From an optimization exercise on the open Yosys and OpenROAD flow, aimed at small area, a short achievable clock period and few clock cycles; shortcuts taken in it are not production practice.
The RTL was checked by simulation tests, not by an equivalence proof against the original design.
No activity file was given, so power comes from the tool's default toggle rates.

**design/flow/flow/run.sh**
```bash
#!/bin/bash
set -euo pipefail
export SETUP_SLACK_MARGIN=5.2
export BUFFER_PORTS_ARGS="-buffer_cell sky130_fd_sc_hd__buf_2"
export CTS_ARGS="-sink_clustering_enable -repair_clock_nets -sink_clustering_size 24 -sink_clustering_max_diameter 80 -dont_use_dummy_load"
bash standard.sh > standard_sh.log 2>&1
```
**design/flow/standard.sh**
```bash
#!/bin/bash
# synth_recipe.tcl (not shown) runs the flow's synth.tcl, then flattens the netlist and writes it again
# the make line also repeats each setting of config.mk as NAME=value (left out here)
make -C /OpenROAD-flow-scripts/flow DESIGN_CONFIG=/design/flow/config.mk WORK_HOME=/design/flow/orfs CLKGATE_MAP_FILE= SYNTH_SCRIPT=/design/flow/synth_recipe.tcl "${@:-finish}"
```
**design/flow/design.v**
```verilog
module puc (
    input  wire        clk,
    input  wire        rst,           
    input  wire        cmd_valid,
    input  wire [63:0] cmd_data,
    output wire        cmd_ready,
    output wire        rsp_valid,
    output wire [63:0] rsp_data,
    output wire [31:0] status,
    output wire [63:0] fault_info,
    output wire        bus_req,
    output wire        bus_we,
    output wire [31:0] bus_addr,
    output wire [31:0] bus_wdata,
    input  wire        bus_ack,
    input  wire [31:0] bus_rdata
);
    localparam [31:0] SETTLE        = 32'd150;
    localparam [31:0] MREQ          = 32'h00080018;
    localparam [21:0] A_GPPUD     = 22'h200094 >> 2;
    localparam [21:0] A_GPPUDCLK0 = 22'h200098 >> 2;
    localparam [21:0] A_DR        = 22'h201000 >> 2;
    localparam [21:0] A_FR        = 22'h201018 >> 2;
    localparam [21:0] A_IBRD      = 22'h201024 >> 2;
    localparam [21:0] A_FBRD      = 22'h201028 >> 2;
    localparam [21:0] A_LCRH      = 22'h20102C >> 2;
    localparam [21:0] A_CR        = 22'h201030 >> 2;
    localparam [21:0] A_IMSC      = 22'h201038 >> 2;
    localparam [21:0] A_ICR       = 22'h201044 >> 2;
    localparam [21:0] A_MREAD     = 22'h00B880 >> 2;
    localparam [21:0] A_MSTAT     = 22'h00B898 >> 2;
    localparam [21:0] A_MWRITE    = 22'h00B8A0 >> 2;
    localparam [3:0] OP_RESOLVE = 4'h1, OP_REGR = 4'h2, OP_REGW  = 4'h3,
                     OP_DELAY   = 4'h4, OP_MBOX = 4'h5, OP_INIT  = 4'h6,
                     OP_PUTB    = 4'h7, OP_GETB = 4'h8, OP_PUTS  = 4'h9,
                     OP_GETS    = 4'hA, OP_PANIC = 4'hB;
    localparam [3:0]
        S_IDLE = 4'd0,     
        S_TXFR = 4'd1,     
        S_TXWT = 4'd2,     
        S_TXDR = 4'd3,     
        S_RXFR = 4'd4,     
        S_RXDR = 4'd5,     
        S_REG  = 4'd6,     
        S_FIN  = 4'd7,     
        S_DLY  = 4'd8,     
        S_IW   = 4'd9,     
        S_MST1 = 4'd10,    
        S_MW   = 4'd11,    
        S_MST2 = 4'd12,    
        S_MRD  = 4'd13,    
        S_MCHK = 4'd14,    
        S_GW   = 4'd15;    
    localparam [2:0] C_PUTB = 3'd0, C_PUTS = 3'd1, C_GETB = 3'd2,
                     C_GETS = 3'd3, C_PANIC = 3'd4;
    function [7:0] bbyte;           
        input [1:0] s;
        case (s)
            2'd1:    bbyte = 8'h20;
            2'd2:    bbyte = 8'h3F;
            2'd3:    bbyte = 8'hFE;
            default: bbyte = 8'h00;
        endcase
    endfunction
    function [7:0] pchar;           
        input [3:0] i;
        case (i)
            4'd0:  pchar = 8'h54;
            4'd1:  pchar = 8'h68;
            4'd2:  pchar = 8'h72;
            4'd3:  pchar = 8'h65;
            4'd4:  pchar = 8'h61;
            4'd5:  pchar = 8'h64;
            4'd6:  pchar = 8'h20;
            4'd7:  pchar = 8'h70;
            4'd8:  pchar = 8'h61;
            4'd9:  pchar = 8'h6E;
            4'd10: pchar = 8'h69;
            4'd11: pchar = 8'h63;
            default: pchar = 8'h21;
        endcase
    endfunction
    function [21:0] iw_off;         
        input [3:0] i;
        case (i)
            4'd0:    iw_off = A_CR;
            4'd1:    iw_off = A_GPPUD;
            4'd2:    iw_off = A_GPPUDCLK0;
            4'd3:    iw_off = A_GPPUDCLK0;
            4'd4:    iw_off = A_ICR;
            4'd5:    iw_off = A_IBRD;
            4'd6:    iw_off = A_FBRD;
            4'd7:    iw_off = A_LCRH;
            4'd8:    iw_off = A_IMSC;
            default: iw_off = A_CR;
        endcase
    endfunction
    function [31:0] iw_val;         
        input [3:0] i;
        case (i)
            4'd2:    iw_val = 32'h0000C000;
            4'd4:    iw_val = 32'h000007FF;
            4'd5:    iw_val = 32'h00000001;
            4'd6:    iw_val = 32'h00000028;
            4'd7:    iw_val = 32'h00000070;
            4'd8:    iw_val = 32'h000007F2;
            4'd9:    iw_val = 32'h00000301;
            default: iw_val = 32'h00000000;
        endcase
    endfunction
    reg  [3:0]  st;
    reg  [2:0]  ctx;
    reg         busy, halted, drv_ready;
    reg  [2:0]  fcode;
    reg  [63:0] finfo;
    reg         cr;                
    reg  [1:0]  bsel;              
    reg         breq, bwe;
    reg  [29:0] baddr;             
    reg  [31:0] bwd;
    reg         rv;
    reg  [63:0] rd;
    reg  [31:0] cnt;               
    reg  [2:0]  pos;               
    reg         need;              
    reg         ldq;               
    reg         allld;             
    reg         lastw;             
    reg  [7:0]  rxb;               
    reg         rxnew;
    reg  [1:0]  ecls;              
    reg  [1:0]  ei;
    reg         eol;
    reg  [7:0]  len;
    reg  [3:0]  widx;
    reg         glast;             
    reg  [3:0]  pidx;
    reg  [3:0]  istep;             
    reg         ge3, mbinit, dlyinit;
    reg         meq;               
    reg  [1023:0] lb;
    reg  [15:0] lbrow;             
    reg  [7:0]  lbcol;
    reg         pdok;              
    reg         ppad;              
    reg         pnle8;             
    reg  [1:0]  plook;             
    reg         pge3;              
    reg         p_pan, p_byte, p_regf;               
    reg         p_zA, p_zB, p_zBh;                   
    reg         p_resolve, p_reg, p_regw, p_delay, p_mbox, p_init;
    reg         p_putb, p_getb, p_gets, p_puts, p_puts0;
    reg         p_fi_ovf;                            
    assign cmd_ready  = cr;
    assign rsp_valid  = rv;
    assign rsp_data   = rd;
    assign status     = {16'd0, 5'd0, fcode, 5'd0, halted, drv_ready, busy};
    assign fault_info = finfo;
    assign bus_req    = breq;
    assign bus_we     = bwe;
    assign bus_addr   = {baddr, 2'b00};
    assign bus_wdata  = bwd;
    wire       take = cr & cmd_valid;
    wire       bz   = (bsel == 2'd0);
    wire [7:0] bb   = bbyte(bsel);
    wire       adv  = bz | bus_ack;               
    wire [31:0] rdv = bz ? 32'd0 : bus_rdata;
    wire [31:0] cnt_dec = cnt - 32'd1;
    wire cnt_le1 = (cnt[31:1] == 31'd0);
    wire cnt_is1 = cnt_le1 & cnt[0];
    wire cnt_le9 = (cnt[31:4] == 28'd0) && (cnt[3:0] <= 4'd9);
    reg c_pad;
    always @* begin
        case (cnt[2:0])
            3'd1:    c_pad = (cmd_data[63:8]  != 56'd0);
            3'd2:    c_pad = (cmd_data[63:16] != 48'd0);
            3'd3:    c_pad = (cmd_data[63:24] != 40'd0);
            3'd4:    c_pad = (cmd_data[63:32] != 32'd0);
            3'd5:    c_pad = (cmd_data[63:40] != 24'd0);
            3'd6:    c_pad = (cmd_data[63:48] != 16'd0);
            3'd7:    c_pad = (cmd_data[63:56] != 8'd0);
            default: c_pad = 1'b0;
        endcase
    end
    wire [7:0] putc = cmd_data[{pos, 3'b000} +: 8];
    wire [7:0] echo_b = (ei == 2'd0) ? ((ecls == 2'd1) ? 8'h0D : rxb) :
                        (ecls == 2'd1) ? 8'h0A :
                        (ei == 2'd1) ? 8'h20 : 8'h08;
    wire [15:0] wsel = 16'd1 << widx;
    reg  [63:0] lbword;
    integer k, w;
    always @* begin
        for (k = 0; k < 64; k = k + 1) begin
            lbword[k] = 1'b0;
            for (w = 0; w < 16; w = w + 1)
                lbword[k] = lbword[k] | (lb[64*w + k] & wsel[w]);
        end
    end
    wire        wfull  = ({1'b0, widx, 3'b111} < len);
    reg  [63:0] gword;
    integer j;
    always @* begin
        for (j = 0; j < 8; j = j + 1)
            gword[8*j +: 8] = (wfull || (j < len[2:0])) ? lbword[8*j +: 8] : 8'h00;
    end
    wire [3:0] c_opc = cmd_data[63:60];
    wire       c_zA  = (cmd_data[59:32] == 28'd0);
    wire       c_zBh = (cmd_data[31:8] == 24'd0);
    wire       c_zB  = c_zBh & (cmd_data[7:0] == 8'd0);
    wire c_mis = (cmd_data[33:32] != 2'd0);
    reg [7:0] ptop;
    always @* begin
        case (bsel)
            2'd2:    ptop = 8'h3F + {4'd0, cmd_data[59:56]};
            2'd3:    ptop = 8'hFE + {4'd0, cmd_data[59:56]};
            default: ptop = 8'h20 + {4'd0, cmd_data[59:56]};
        endcase
    end
    wire c_ovf = (bsel == 2'd3) && (cmd_data[59:57] != 3'd0);
    wire p_legal = (p_resolve & p_zA) | (p_reg & ~p_regw & p_zB) | p_regw |
                   (p_delay & p_zA) | ((p_mbox | p_getb | p_gets | p_pan) & p_zA & p_zB) |
                   (p_init & p_zA) | (p_putb & p_zA & p_zBh) | (p_puts & p_zB);
    wire p_ill = ~p_legal;
    wire f_bi  = p_byte & ~drv_ready & ~bz;
    wire f_reg = p_regf & ~bz;
    wire fault = p_ill | p_pan | f_bi | f_reg;
    reg  [3:0]  st_n;
    reg  [2:0]  ctx_n;
    reg         busy_n, halted_n, drv_n;
    reg  [2:0]  fcode_n;
    reg  [63:0] finfo_n;
    reg  [1:0]  bsel_n;
    reg         breq_n, bwe_n;
    reg  [24:0] bah_n;             
    reg  [3:0]  bam_n;             
    reg         bal_n;             
    reg  [23:0] bwh_n;             
    reg  [7:0]  bwl_n;             
    reg         rv_n;
    reg  [63:0] rd_n;
    reg  [31:0] cnt_n;
    reg  [2:0]  pos_n;
    reg         need_n, ldq_n, allld_n, lastw_n;
    reg  [7:0]  rxb_n;
    reg         rxnew_n;
    reg  [1:0]  ecls_n, ei_n;
    reg         eol_n;
    reg  [7:0]  len_n;
    reg  [3:0]  widx_n, pidx_n, istep_n;
    reg         ge3_n, mbinit_n, dlyinit_n;
    reg         meq_n;
    reg         pay_n;
    reg         busy_l, halted_l, drv_l, fcode_l, finfo_l, breq_l, bwe_l;
    reg         bah_l, bam_l, bwh_l, bwl_l;
    reg         in_tx, chk, ld_plain, ld_chk, ld, tx_ok;
    always @* begin
        st_n = st; ctx_n = ctx; busy_n = busy; halted_n = halted; drv_n = drv_ready;
        fcode_n = 3'd0; finfo_n = 64'd0; bsel_n = bsel;
        breq_n = 1'b0; bwe_n = 1'b0;
        bah_n = 25'd0; bam_n = 4'd0; bal_n = 1'b0; bwh_n = 24'd0; bwl_n = 8'd0;
        rv_n = 1'b0; rd_n = 64'd0;
        cnt_n = cnt; pos_n = pos; need_n = need; ldq_n = 1'b0; allld_n = allld; lastw_n = lastw;
        rxb_n = rxb; rxnew_n = 1'b0; ecls_n = ecls; ei_n = ei; eol_n = eol; len_n = len;
        widx_n = widx; pidx_n = pidx; istep_n = istep;
        ge3_n = ge3; mbinit_n = mbinit; dlyinit_n = dlyinit; meq_n = meq;
        pay_n = 1'b0;
        busy_l = 1'b0; halted_l = 1'b0; drv_l = 1'b0; fcode_l = 1'b0; finfo_l = 1'b0;
        breq_l = 1'b0; bwe_l = 1'b0; bah_l = 1'b0; bam_l = 1'b0; bwh_l = 1'b0; bwl_l = 1'b0;
        in_tx    = (st == S_TXFR) | (st == S_TXWT);
        chk      = lastw & (pos == 3'd0);
        ld_plain = need & (ctx == C_PUTS) & in_tx & ~chk & cmd_valid & ~cr;
        ld_chk   = need & (ctx == C_PUTS) & in_tx & chk & pdok & ~cr;
        ld       = ld_plain | ld_chk;
        tx_ok    = ~need | (ctx != C_PUTS) | ld;
        if (ldq)
            cnt_n = cnt_dec;
        if (rxnew) begin
            case (ecls)
                2'd1: eol_n = 1'b1;
                2'd2: if (len != 8'd0) len_n = len - 8'd1;
                default: begin
                    len_n = len + 8'd1;
                    if (len == 8'd127)
                        eol_n = 1'b1;
                end
            endcase
        end
        case (st)
            S_IDLE: begin
                cnt_n   = p_puts ? {4'd0, cmd_data[59:32]} : cmd_data[31:0];
                pos_n   = 3'd0;
                allld_n = 1'b0;
                lastw_n = pnle8;
                ge3_n   = pge3;
                istep_n = 4'd0;
                mbinit_n  = 1'b0;
                dlyinit_n = 1'b0;
                pidx_n  = 4'd0;
                len_n   = 8'd0;
                eol_n   = 1'b0;
                need_n  = p_puts & ~fault;
                bwe_l = 1'b1; bwe_n = (p_init | p_regw) & ~fault;
                if (fault)
                    ctx_n = C_PANIC;
                else if (p_puts)
                    ctx_n = C_PUTS;
                else if (p_getb)
                    ctx_n = C_GETB;
                else if (p_gets)
                    ctx_n = C_GETS;
                else
                    ctx_n = C_PUTB;
                bah_l = 1'b1; bam_l = 1'b1;
                if (p_reg & ~fault)
                    {bah_n, bam_n, bal_n} = {ptop, cmd_data[55:34]};
                else if (p_init & ~fault)
                    {bah_n, bam_n, bal_n} = {bbyte(plook), A_CR};
                else if (p_mbox & ~fault)
                    {bah_n, bam_n, bal_n} = {bb, A_MSTAT};
                else
                    {bah_n, bam_n, bal_n} = {bb, A_FR};
                bwh_l = 1'b1; bwl_l = 1'b1;
                if (fault)
                    {bwh_n, bwl_n} = {24'd0, 8'h54};
                else if (p_init)
                    {bwh_n, bwl_n} = 32'd0;
                else if (p_mbox)
                    {bwh_n, bwl_n} = MREQ;
                else if (p_putb)
                    {bwh_n, bwl_n} = {24'd0, cmd_data[7:0]};
                else
                    {bwh_n, bwl_n} = cmd_data[31:0];
                if (take) begin
                    busy_l = 1'b1; busy_n = 1'b1;
                    if (fault) begin
                        fcode_l = 1'b1; finfo_l = 1'b1;
                        if (p_ill | f_bi) begin
                            fcode_n = p_ill ? 3'd1 : 3'd5;
                            finfo_n = cmd_data;
                        end else if (p_pan) begin
                            fcode_n = 3'd6;
                            finfo_n = 64'd0;
                        end else if (p_fi_ovf) begin
                            fcode_n = 3'd2;
                            finfo_n = {36'd0, cmd_data[59:32]};
                        end else begin
                            fcode_n = 3'd3;
                            finfo_n = {32'd0, ptop, cmd_data[55:32]};
                        end
                        st_n = S_TXFR;
                        breq_l = 1'b1; breq_n = ~bz;
                    end else if (p_resolve) begin
                        bsel_n = plook;
                        st_n   = S_FIN;
                    end else if (p_reg) begin
                        if (bz) begin
                            rv_n = ~p_regw;
                            st_n = S_FIN;
                        end else begin
                            st_n = S_REG;
                            breq_l = 1'b1; breq_n = 1'b1;
                        end
                    end else if (p_delay) begin
                        st_n = S_DLY;
                    end else if (p_mbox) begin
                        st_n = S_MST1;
                        breq_l = 1'b1; breq_n = ~bz;
                    end else if (p_init) begin
                        bsel_n = plook;
                        st_n   = S_IW;
                        breq_l = 1'b1; breq_n = 1'b1;
                    end else if (p_getb | p_gets) begin
                        st_n = S_RXFR;
                        breq_l = 1'b1; breq_n = ~bz;
                    end else if (p_puts0) begin
                        st_n = S_FIN;
                    end else begin  
                        st_n = S_TXFR;
                        breq_l = 1'b1; breq_n = ~bz;
                    end
                end
            end
            S_FIN: begin
                busy_l = 1'b1; busy_n = 1'b0;
                st_n   = S_IDLE;
            end
            S_TXFR, S_TXWT: begin
                if (need) begin
                    case (ctx)
                        C_PUTS:  ;
                        C_PANIC: begin
                            need_n = 1'b0;
                            bwl_l = 1'b1; bwl_n = pchar(pidx);
                        end
                        default: begin  
                            need_n = 1'b0;
                            bwl_l = 1'b1; bwl_n = echo_b;
                        end
                    endcase
                end
                if (st == S_TXFR) begin
                    if (adv & ~rdv[5]) begin
                        if (tx_ok) begin
                            st_n = S_TXDR;
                            bwe_l = 1'b1; bwe_n = 1'b1;
                            bam_l = 1'b1; bam_n = A_DR[4:1];
                        end else begin
                            st_n = S_TXWT;
                            breq_l = 1'b1; breq_n = 1'b0;
                        end
                    end
                end else if (tx_ok) begin
                    st_n = S_TXDR;
                    breq_l = 1'b1; breq_n = ~bz;
                    bwe_l = 1'b1; bwe_n = 1'b1;
                    bam_l = 1'b1; bam_n = A_DR[4:1];
                end
            end
            S_TXDR: begin
                rd_n = {56'd0, len};
                if (adv) begin
                    case (ctx)
                        C_PUTS: begin
                            if (allld) begin
                                busy_l = 1'b1; busy_n = 1'b0;
                                st_n = S_IDLE;
                                breq_l = 1'b1; breq_n = 1'b0;
                            end else begin
                                need_n = 1'b1;
                                st_n = S_TXFR;
                                bwe_l = 1'b1; bwe_n = 1'b0;
                                bam_l = 1'b1; bam_n = A_FR[4:1];
                            end
                        end
                        C_GETS: begin
                            if (ecls != 2'd0 && ei != ecls) begin
                                ei_n   = ei + 2'd1;
                                need_n = 1'b1;
                                st_n   = S_TXFR;
                                bwe_l = 1'b1; bwe_n = 1'b0;
                                bam_l = 1'b1; bam_n = A_FR[4:1];
                            end else if (eol) begin
                                rv_n   = 1'b1;
                                widx_n = 4'd0;
                                st_n   = (len == 8'd0) ? S_FIN : S_GW;
                                breq_l = 1'b1; breq_n = 1'b0;
                            end else begin
                                st_n = S_RXFR;
                                bwe_l = 1'b1; bwe_n = 1'b0;
                                bam_l = 1'b1; bam_n = A_FR[4:1];
                            end
                        end
                        C_PANIC: begin
                            if (pidx == 4'd12) begin
                                busy_l = 1'b1; busy_n = 1'b0;
                                halted_l = 1'b1; halted_n = 1'b1;
                                st_n = S_IDLE;
                                breq_l = 1'b1; breq_n = 1'b0;
                            end else begin
                                pidx_n = pidx + 4'd1;
                                need_n = 1'b1;
                                st_n   = S_TXFR;
                                bwe_l = 1'b1; bwe_n = 1'b0;
                                bam_l = 1'b1; bam_n = A_FR[4:1];
                            end
                        end
                        default: begin  
                            busy_l = 1'b1; busy_n = 1'b0;
                            st_n = S_IDLE;
                            breq_l = 1'b1; breq_n = 1'b0;
                        end
                    endcase
                end
            end
            S_RXFR: begin
                if (adv & ~rdv[4]) begin
                    st_n = S_RXDR;
                    bam_l = 1'b1; bam_n = A_DR[4:1];
                end
            end
            S_RXDR: begin
                rxb_n  = rdv[7:0];
                ecls_n = (rdv[7:0] == 8'h0A || rdv[7:0] == 8'h0D) ? 2'd1 :
                         (rdv[7:0] == 8'h08) ? 2'd2 : 2'd0;
                rd_n   = {56'd0, rdv[7:0]};
                if (adv) begin
                    if (ctx == C_GETB) begin
                        rv_n = 1'b1;
                        st_n = S_FIN;
                        breq_l = 1'b1; breq_n = 1'b0;
                    end else begin
                        rxnew_n = 1'b1;
                        need_n  = 1'b1;
                        ei_n    = 2'd0;
                        st_n    = S_TXFR;
                        bam_l = 1'b1; bam_n = A_FR[4:1];
                    end
                end
            end
            S_GW: begin
                rv_n   = 1'b1;
                rd_n   = gword;
                widx_n = widx + 4'd1;
                if (glast)
                    st_n = S_FIN;
            end
            S_REG: begin
                rd_n = {32'd0, rdv};
                if (adv) begin
                    breq_l = 1'b1; breq_n = 1'b0;
                    if (~bwe) begin
                        rv_n = 1'b1;
                        st_n = S_FIN;
                    end else begin
                        busy_l = 1'b1; busy_n = 1'b0;
                        st_n = S_IDLE;
                    end
                end
            end
            S_DLY: begin
                if (dlyinit) begin
                    bah_l = 1'b1; bam_l = 1'b1; bwh_l = 1'b1; bwl_l = 1'b1; bwe_l = 1'b1;
                    if (istep == 4'd5 && ge3 && !mbinit) begin
                        {bah_n, bam_n, bal_n} = {bb, A_MSTAT};
                        {bwh_n, bwl_n} = MREQ;
                        bwe_n = 1'b0;
                    end else begin
                        {bah_n, bam_n, bal_n} = {bb, iw_off(istep)};
                        {bwh_n, bwl_n} = iw_val(istep);
                        bwe_n = 1'b1;
                    end
                end
                if (cnt_le1) begin
                    if (dlyinit) begin
                        breq_l = 1'b1; breq_n = 1'b1;
                        if (istep == 4'd5 && ge3 && !mbinit) begin
                            mbinit_n = 1'b1;
                            st_n = S_MST1;
                        end else begin
                            st_n = S_IW;
                        end
                    end else begin
                        busy_l = 1'b1; busy_n = 1'b0;
                        st_n = S_IDLE;
                    end
                end else begin
                    cnt_n = cnt_dec;
                end
            end
            S_IW: begin
                cnt_n     = (istep == 4'd1 || istep == 4'd2) ? SETTLE : 32'd0;
                dlyinit_n = 1'b1;
                if (adv) begin
                    istep_n = istep + 4'd1;
                    breq_l = 1'b1; breq_n = 1'b0;
                    if (istep == 4'd9) begin
                        drv_l = 1'b1; drv_n = 1'b1;
                        busy_l = 1'b1; busy_n = 1'b0;
                        st_n = S_IDLE;
                    end else begin
                        st_n = S_DLY;
                    end
                end
            end
            S_MST1: begin
                if (adv & ~rdv[31]) begin
                    st_n = S_MW;
                    bwe_l = 1'b1; bwe_n = 1'b1;
                    bam_l = 1'b1; bam_n = A_MWRITE[4:1];
                end
            end
            S_MW: begin
                if (adv) begin
                    st_n = S_MST2;
                    bwe_l = 1'b1; bwe_n = 1'b0;
                    bam_l = 1'b1; bam_n = A_MSTAT[4:1];
                end
            end
            S_MST2: begin
                if (adv & ~rdv[30]) begin
                    st_n = S_MRD;
                    bam_l = 1'b1; bam_n = A_MREAD[4:1];
                end
            end
            S_MRD: begin
                meq_n = (rdv == MREQ);
                cnt_n = 32'd0;
                if (adv) begin
                    st_n = S_MCHK;
                    breq_l = 1'b1; breq_n = 1'b0;
                end
            end
            S_MCHK: begin
                if (meq) begin
                    if (mbinit) begin
                        st_n = S_DLY;
                    end else begin
                        busy_l = 1'b1; busy_n = 1'b0;
                        st_n = S_IDLE;
                    end
                end else begin
                    st_n = S_MST2;
                    breq_l = 1'b1; breq_n = ~bz;
                    bam_l = 1'b1; bam_n = A_MSTAT[4:1];
                end
            end
            default: st_n = S_IDLE;
        endcase
        if (ld) begin
            need_n = 1'b0;
            if (ld_chk & ppad) begin
                fcode_l = 1'b1; fcode_n = 3'd1;
                finfo_l = 1'b1; finfo_n = cmd_data;
                ctx_n   = C_PANIC;
                pidx_n  = 4'd0;
                bwl_l = 1'b1; bwl_n = 8'h54;
            end else begin
                bwl_l = 1'b1; bwl_n = putc;
                pos_n = pos + 3'd1;
                ldq_n = 1'b1;
                if (cnt_is1)
                    allld_n = 1'b1;
                if (cnt_is1 | (pos == 3'd7))
                    pay_n = 1'b1;
                if (pos == 3'd7)
                    lastw_n = cnt_le9;
            end
        end
    end
    genvar gi;
    generate
        for (gi = 0; gi < 128; gi = gi + 1) begin : g_lb
            always @(posedge clk)
                if (lbrow[gi / 8] & lbcol[gi % 8])
                    lb[8*gi +: 8] <= rxb;
        end
    endgenerate
    always @(posedge clk) begin
        pdok  <= ~rst & cmd_valid & ~cr;
        ppad  <= c_pad;
        pnle8 <= (cmd_data[59:36] == 24'd0) && (cmd_data[35:32] <= 4'd8);
        plook <= (cmd_data[31:0] == 32'd2 || cmd_data[31:0] == 32'd3) ? 2'd2 :
                 (cmd_data[31:0] == 32'd4) ? 2'd3 : 2'd1;
        pge3  <= (cmd_data[31:0] >= 32'd3);
        p_zA      <= c_zA;
        p_zB      <= c_zB;
        p_zBh     <= c_zBh;
        p_pan     <= (c_opc == OP_PANIC);
        p_byte    <= (c_opc == OP_PUTB) | (c_opc == OP_GETB) | (c_opc == OP_PUTS) | (c_opc == OP_GETS);
        p_regf    <= ((c_opc == OP_REGR) | (c_opc == OP_REGW)) & (c_ovf | c_mis);
        p_fi_ovf  <= c_ovf;
        p_resolve <= (c_opc == OP_RESOLVE);
        p_reg     <= (c_opc == OP_REGR) | (c_opc == OP_REGW);
        p_regw    <= (c_opc == OP_REGW);
        p_delay   <= (c_opc == OP_DELAY);
        p_mbox    <= (c_opc == OP_MBOX);
        p_init    <= (c_opc == OP_INIT);
        p_putb    <= (c_opc == OP_PUTB);
        p_getb    <= (c_opc == OP_GETB);
        p_gets    <= (c_opc == OP_GETS);
        p_puts    <= (c_opc == OP_PUTS);
        p_puts0   <= (c_opc == OP_PUTS) & c_zA;
        lbrow <= (st == S_RXDR) ? (16'd1 << len[6:3]) : 16'd0;
        lbcol <= 8'd1 << len[2:0];
        if (rst) begin
            st        <= S_IDLE;
            busy      <= 1'b0;
            halted    <= 1'b0;
            drv_ready <= 1'b0;
            fcode     <= 3'd0;
            finfo     <= 64'd0;
            cr        <= 1'b0;
            bsel      <= 2'd0;
            breq      <= 1'b0;
            bwe       <= 1'b0;
            baddr     <= 30'd0;
            bwd       <= 32'd0;
            rv        <= 1'b0;
            len       <= 8'd0;
            need      <= 1'b0;
            ldq       <= 1'b0;
            rxnew     <= 1'b0;
        end else begin
            st        <= st_n;
            busy      <= (busy & ~busy_l) | (busy_n & busy_l);
            halted    <= (halted & ~halted_l) | (halted_n & halted_l);
            drv_ready <= (drv_ready & ~drv_l) | (drv_n & drv_l);
            fcode     <= (fcode & ~{3{fcode_l}}) | (fcode_n & {3{fcode_l}});
            finfo     <= (finfo & ~{64{finfo_l}}) | (finfo_n & {64{finfo_l}});
            cr        <= (~busy_n & ~halted_n & cmd_valid & ~take) | pay_n;
            bsel      <= bsel_n;
            breq      <= (breq & ~breq_l) | (breq_n & breq_l);
            bwe       <= (bwe & ~bwe_l) | (bwe_n & bwe_l);
            baddr[29:5] <= (baddr[29:5] & ~{25{bah_l}}) | (bah_n & {25{bah_l}});
            baddr[0]    <= (baddr[0] & ~bah_l) | (bal_n & bah_l);
            baddr[4:1]  <= (baddr[4:1] & ~{4{bam_l}}) | (bam_n & {4{bam_l}});
            bwd[31:8] <= (bwd[31:8] & ~{24{bwh_l}}) | (bwh_n & {24{bwh_l}});
            bwd[7:0]  <= (bwd[7:0] & ~{8{bwl_l}}) | (bwl_n & {8{bwl_l}});
            rv        <= rv_n;
            len       <= len_n;
            need      <= need_n;
            ldq       <= ldq_n;
            rxnew     <= rxnew_n;
        end
        rd     <= rd_n;
        ctx    <= ctx_n;
        cnt    <= cnt_n;
        pos    <= pos_n;
        allld  <= allld_n;
        lastw  <= lastw_n;
        rxb    <= rxb_n;
        ecls   <= ecls_n;
        ei     <= ei_n;
        eol    <= eol_n;
        widx   <= widx_n;
        glast  <= (st == S_GW) ? ({1'b0, widx, 3'b000} + 8'd16 >= {1'b0, len}) : (len <= 8'd8);
        pidx   <= pidx_n;
        istep  <= istep_n;
        ge3    <= ge3_n;
        mbinit <= mbinit_n;
        dlyinit <= dlyinit_n;
        meq    <= meq_n;
    end
endmodule
```
**design/flow/constraint.sdc**
```tcl
create_clock -name core_clock -period 8.0 [get_ports {clk}]
set_input_delay 1.6000 -clock core_clock [delete_from_list [all_inputs] [get_ports {clk}]]
set_output_delay 1.6000 -clock core_clock [all_outputs]
set_load 0.01 [all_outputs]
```
**design/flow/config.mk**
```make
export PLATFORM = sky130hd
export DESIGN_NAME = puc
export DESIGN_NICKNAME = puc
export VERILOG_FILES = /design/flow/design.v
export SDC_FILE = /design/flow/constraint.sdc
export NUM_CORES = 4
export LEC_CHECK = 0
export ABC_CLOCK_PERIOD_IN_PS = 2700
export CAP_MARGIN = 20
export CORE_MARGIN = 2
export CORE_UTILIZATION = 60
export CTS_CLUSTER_DIAMETER = 80
export CTS_CLUSTER_SIZE = 24
export SLEW_MARGIN = 20
```
==> summary.txt <==
-- final timing paths --
kind / to / slack [ps] / depth (start not counted)
setup reg to reg: rd[58]$_SDFF_PP0_ / 5180 / 9
hold reg to reg: ge3$_DFFE_PP_ / 380 / 0
hold / removal: ge3$_DFFE_PP_ / 380 / 0
setup / recovery: rsp_data[3] / 5180 / 1
-- Yosys cell counts (13+ instances only) --
library cell,count
o22ai_1,17
nor2_1,241
ha_1,47
a221oi_1,83
a21oi_1,139
mux2_2,67
o2bb2ai_1,13
a32oi_1,17
inv_1,62
buf_2,49
nor2b_1,36
a311oi_1,37
a31oi_1,49
xnor2_1,13
o211ai_1,26
edfxtp_1,1049
nand4_1,32
nor4_1,31
dfxtp_1,324
o21ai_1,14
a22oi_1,186
nor3_1,55
nand2b_1,24
and3_1,29
clkbuf_1,196
buf_1,16
or3_1,16
a222oi_1,77
mux4_2,16
or4_1,15
nand4b_1,26
a211oi_1,19
nand2_1,311
mux2i_1,73
o21ai_0,117
a22o_1,93
and2_1,145
nand3_1,58
buf_4,37
-- area by class of cell --
type                       instances  area (µm²)  area share (%)
clock buffer                      69        1727           2.799
antenna                            4       10.01         0.01623
timing repair inverter             1       8.758         0.01420
tap                             1243        1555           2.522
inverter                          65       287.8          0.4666
timing repair buffer             447        3142           5.094
multi-input combinational       2393       16880           27.37
sequential                      1373       38070           61.72
-- where the power goes --
part | leakage (nW) | internal [mW] | total [mW] | switching, mW
Sequential | 12.9 | 7.80 | 8.05 | 0.254
Clock | 0.850 | 1.55 | 3.74 | 2.19
Combinational | 7.90 | 0.708 | 2.02 | 1.31
-- what timing repair did --
| item | CTS | global route |
|---|---|---|
| pin swaps | 7 | 17 |
| gates cloned | 6 | 2 |
| resized for setup | 155 | 58 |
| setup buffers | 26 | 39 |
| hold buffers | 0 | 0 |
| setup endpoints to repair | 288 | 105 |
-- worst register-to-register path, stage by stage (launching register included) --
cell      delay (ps)
edfxtp_1         480
buf_16           250
inv_1            140
buf_4            360
nor2_1           300
buf_4            270
a22o_1           210
a222oi_1         400
and3_1           210
a31oi_1           70
-- routing by layer --
| layer | up-vias | wire (µm) | track usage [%] |
|---|---|---|---|
| met4 | 14 | 7611 | 14.59 |
| met2 | 2895 | 84700 | 58.12 |
| met5 | - | 91 | 0 |
| met1 | 19696 | 71920 | 55.83 |
| met3 | 431 | 25030 | 9.174 |
| li1 | 16450 | - | - |
-- cell families after synthesis --
family | count (synthesis) | synth area share (%)
DFF | 1373 | 68.18
AOI/OAI and AO/OA | 1042 | 14.05
xor gates and xnor gates | 19 | 0.2987
and+or+nand+nor | 1097 | 10.17
adders and majority gates | 48 | 1.091
muxes | 156 | 3.312
other | 1 | 0.006731
buffers and inverters | 367 | 2.886
-- metrics by stage --
step	total power, mW	util, %	setup slack (ps)	instance area (µm²)
6_report	13.81	67.19	5180	61680
5_1_grt	14.20	67.19	5097	61680
4_1_cts	13.72	66.53	5163	61070
3_5_place_dp	10.09	63.65	3998	58430
3_3_place_gp	10.07	63.64	4057	58430
2_1_floorplan	9.476	-	4867	56160
==> flow_summary.ini <==
[grt]
grt_pass1_wl_um = 264000
grt_pass1_vias = 36212
track_usage_pct = 38.89
grt_max_degree = 105
antenna_found_initial = 14
overflow = 0

[worst_setup_path]
critical_path.max_stage_delay_ps = 430
r2r-start = widx[3]$_SDFFCE_PN0P_
startpoint = rd[3]$_DFF_P_
crit_slowest_cell = dfxtp_4
critPathBufInv = 1
critPathRequiredTime_ps = 6400
path_max_fanout = 1
crit_arrival_ps = 1220
start_kind = flop
path_cells = buf_6
end_kind = output pin
crit_type = flop to output pin
crit_family = flip-flops

[place]
dp.cells = 5447
place_hpwl_um = 117000
io_buffers = 299
routabilityCongestion = 0.9476

[routing]
ant_nets = 0
vias = 39486
drt_wl_total_um = 189400
dr.pass1.iters = 8
viasPerCell = 7.057
wire_per_inst_um = 33.84
drt-initial-drc-count = 6459
drc = 0

[sta]
hold_viol = 0
fin_crit_sh_pct = 35.25
timing.final.max_slew_violations = 0
worst_slew_pin_slew_ps = 1029
setup_viol = 0
finalCriticalPeriod_ps = 2820
clock.fmax_mhz = 354.7
hold_slack_ps = 381.2
setup_tns_ps = 0
rsz0062_at_grt = true
timing.slew.headroom_pct = 31.41
clock_skew_ps = 58.26

[pwr]
peakVddDrop_v = 0.0002321
p_leak_nw = 21.68
powerDensity_nw_per_um2 = 223.9

[synth]
yosys_warnings = 1
async_flop_share_pct = 0
yosys_register_bits = 1373
synth.area.top_cells = edfxtp_1, dfxtp_1, a22oi_1
synth_enable_flop_cells = 1049
syn-cell-area_um2 = 55710
synth_cell_types = 109
synth_top_cell_by_area = edfxtp_1
avgSynthCellArea_um2 = 13.58
ys_seq_area_share_pct = 68.18
syn_inst = 4103
yosysTopAreaCellShare_pct = 56.54
ys.flop_type = edfxtp_1

[floorplanning]
die_area_um2 = 95310
boundaryPins = 328
die_height_um = 308.7
core_um2 = 91800
fp-row-count = 111
die_w_um = 308.7
start_util_pct = 60.69

[finish]
final_common_cell = edfxtp_1
layout.cells.non_filler = 5595
area_growth_pct = 10.70
num-fill-cells = 6744
fin_nets = 4498
final_cell_mix = edfxtp_1, nand2_1, dfxtp_1
drive_gt1_share_pct = 18.17

[run_status]
status = no timing/DRC/antenna violations

[clocking]
clock_latency_ps = 680
clk_pin_slew_worst_paths_ps = 100
cts_tree = built
clock-root-buffer = clkbuf_16
max-clock-path-buffers = 3
cts_made_buffers = 69
cts_sinks = 1373
htreeDepth = 3

[worst_hold_path]
min_path_type = flop to flop
worstHoldStart = pge3$_DFF_P_

[flow_run]
max-cap-violations = 0
Testbench counts, summed over its fixed seeds: cycles 163,192.

## port drivers added, routing unchanged
The flow's constraints put no driver on any port. The routed layout listed below was extracted and timed again, unchanged, in two steps. Step 1, drivers: a clkbuf_16 drives clk and a buf_2 each remaining input, both assumed. Step 2 adds t to the input delays and takes it off the output delays; t is the mean of the earliest and latest rising clock arrival at the registers after step 1. Input paths then give back, and output paths get back, about the clock's delay inside the block. a / b / c = no drivers / after step 1 / after step 2; a / b = the first two.
shift t [ns]: 0.727
setup WS [ns]: 5.180 / 5.106 / 4.524
worst hold slack (ns): 0.381 / 0.381 / 0.381
slew at the worst register clock pin (ns): 0.10 / 0.10
pins driven straight from the clock port: 1
After both steps setup and hold are still met in this run. For this run, drivers alone change the setup slack by -0.074 ns; drivers and shift together by -0.656 ns.
